What follows belongs to an exercise in optimizing a design on an open flow for small area, a short achievable clock period and few clock cycles per item; a production flow would make more cautious choices.
In this exercise RTL edits were held to simulation tests only and were not proved equivalent to the original.
Power is estimated from default activity; no workload was simulated.

Setup of wip/yarrow:
Design dlink_rx, start of the top module:
module dlink_rx #(
    parameter MAX_PAYLOAD = 4096,
    parameter DEF_W       = 8,
    parameter DEF_H       = 8,
    parameter DEF_FMT     = 0
) (
    input  wire        clk,
    input  wire        rst,
    input  wire        in_valid,
    input  wire [7:0]  in_data,
    output wire        in_ready,
    output reg         fb_we,
    output wire [15:0] fb_addr,
    output reg  [7:0]  fb_wdata,
    output reg  [7:0]  fb_wmask,
    output reg         err_valid,
    output reg  [2:0]  err_code,
    output reg         ntf_params,
    output reg         ntf_frame,
    output reg         ss_enabled,
    output reg  [15:0] ss_width,
    output reg  [15:0] ss_height,
    output reg  [2:0]  ss_fmt,
    output reg  [1:0]  ss_rot,
    output reg  [7:0]  ss_indev,
    output reg  [15:0] drop_count
);
Size: about 420 flip-flops, roughly 110 I/O pins.
clock: 12.0 ns
lec_check: 0
cap_margin: 20
core_margin: 2
core_utilization: 40
slew_margin: 20
run.sh (not shown) runs the stock make flow with config.mk's settings and CLKGATE_MAP_FILE= SYNTH_SCRIPT=/design/flow/synth_recipe.tcl, a recipe that flattens the netlist after the stock synthesis.
Testbench counts of wip/yarrow, summed over its fixed seeds: cycles 115,338, bytes 112,114.
Input changes introduced in wip/zinc (baseline for comparison: wip/yarrow):
Settings: CTS_CLUSTER_SIZE now 36, previously not set; CTS_CLUSTER_DIAMETER now 85, previously not set.
==> flow/flow/run.sh (new file) <==
#!/bin/bash
# Layout: the standard ORFS flow, with the port buffers made of
# sky130_fd_sc_hd__buf_2 cells instead of the default choice.
# Each tool's output goes to its own log file in this folder (ORFS also keeps
# its per-step logs under orfs/logs/).
set -euo pipefail
bash standard.sh BUFFER_PORTS_ARGS="-buffer_cell sky130_fd_sc_hd__buf_2" finish > orfs_make.log 2>&1
==> flow/standard.sh (new file) <==
#!/bin/bash
# synth_recipe.tcl (not shown) runs the flow's synth.tcl, then flattens the netlist and writes it again
# the make line also repeats each setting of config.mk as NAME=value (left out here)
make -C /OpenROAD-flow-scripts/flow DESIGN_CONFIG=/design/flow/config.mk WORK_HOME=/design/flow/orfs CLKGATE_MAP_FILE= SYNTH_SCRIPT=/design/flow/synth_recipe.tcl "${@:-finish}"
removed: flow/run.sh
==> run notes <==
- Of wip/zinc and wip/yarrow, it is wip/zinc that has the lower share of final layout cell area taken by non-clock buffers.
- wip/zinc against wip/yarrow: final instance area down 1100 um2; clock skew up 0.016 ns; smallest setup slack after layout up 0.34 ns.
- wip/yarrow -> wip/zinc: count of buffers added by post-CTS timing repair for setup flat
- Utilization wip/yarrow -> wip/zinc: down
- Run comparison: wip/zinc cell type of the slowest stage on the worst timing path dfxtp_1; wip/yarrow cell type of the slowest stage on the worst timing path clkdlybuf4s50_1
- Clock tree buffer count of the final layout (wip/zinc vs. wip/yarrow) decreases by more than half
What wip/quartz does differently from wip/zinc at the input level:
Settings: CTS_CLUSTER_DIAMETER removed (was 85); CTS_CLUSTER_SIZE removed (was 36); CTS_BUF_LIST newly set to sky130_fd_sc_hd__clkbuf_8.
Amount of wire on met2 after detailed routing in wip/quartz is 1.3% higher than in wip/zinc. There was hardly any difference in worst setup skew after layout between wip/zinc and wip/quartz. On worst setup slack, wip/quartz does worse than wip/zinc. Going from wip/zinc to wip/quartz, clock buffer instance count of the final layout now larger, post-layout total power picked up an extra 8.8%, wire length grew by 1.8%, part of the power in the clock network up 4.6 points.
Inputs modified between wip/quartz and wip/raven:
Settings: CTS_CLUSTER_DIAMETER now 45, previously not set; CTS_CLUSTER_SIZE now 32, previously not set; CTS_BUF_LIST no longer set, was sky130_fd_sc_hd__clkbuf_8.
==> run notes <==
Status | wip/raven and wip/quartz | clean
wip/raven vs. wip/quartz: utilization after layout rose by 0.93 points; hold slack stayed essentially flat; worst-case reg-to-reg path depth fell by 2; layout clock buffer count fell by 22.
Relative to wip/quartz, combinational cell fraction of total power has decreased by 0.2 points in wip/raven.
Re buffer and inverter count on the worst path: no difference whatsoever between wip/quartz and wip/raven.
Diff wip/raven and wip/quartz: final cycle utilization of the critical path lower in wip/raven
The number of antenna repair diodes in wip/raven sits 1 below the value recorded for wip/quartz.
Going from wip/quartz to wip/raven, sequential power held steady, post-layout worst setup margin increased 0.072 ns, proportion of cell area occupied by multi-input gates went down 0.91 points.
Setup changes, wip/raven to wip/indigo
Settings: changing CTS_CLUSTER_SIZE from 32 to 25; changing CTS_CLUSTER_DIAMETER from 45 to 60.
==> comparison <==
| maximum resistive drop on vdd | lower: wip/indigo |. Per the final summary, wip/indigo finished and its layout is clean on timing, DRC and antenna. Max hold slack across wip/raven and wip/indigo: wip/indigo. Diff wip/raven -> wip/indigo: met2 track demand over resource flat, final worst clock skew down 0.025 ns.

## port drivers added, routing unchanged
No port has a modelled driver above. Below, the same layouts with a new extraction and two added sets of constraints. Step 1: set_driving_cell puts a clkbuf_16 on clk and a buf_2 on each other input, an assumption about the parent block. Step 2 times the ports against the registers' clock, not the clock port: input delays grow and output delays shrink by t, the midpoint of the rising clock arrivals with the driver on. a / b / c = ideal / step 1 / step 2; a / b = the first two.
run	shift t [ns]	slack for setup (ns)	hold slack, ns	worst setup path at the end	worst data-port slew with drivers (ns)
wip/yarrow	0.643	7.920 / 7.859 / 7.419	0.451 / 0.451 / 0.451	input to register	0.03
wip/zinc	0.666	8.256 / 8.191 / 7.855	0.452 / 0.452 / 0.452	input to register	0.03
wip/quartz	0.716	8.205 / 8.149 / 7.884	0.445 / 0.445 / 0.445	input to register	0.03
wip/raven	0.674	8.277 / 8.214 / 7.942	0.444 / 0.444 / 0.444	input to register	0.03
wip/indigo	0.636	8.316 / 8.249 / 7.886	0.454 / 0.454 / 0.454	input to register	0.03
After both steps every run listed still meets setup and hold. The setup slack of wip/yarrow, which loses most, moves by -0.061 ns with the drivers and by -0.501 ns with both steps.
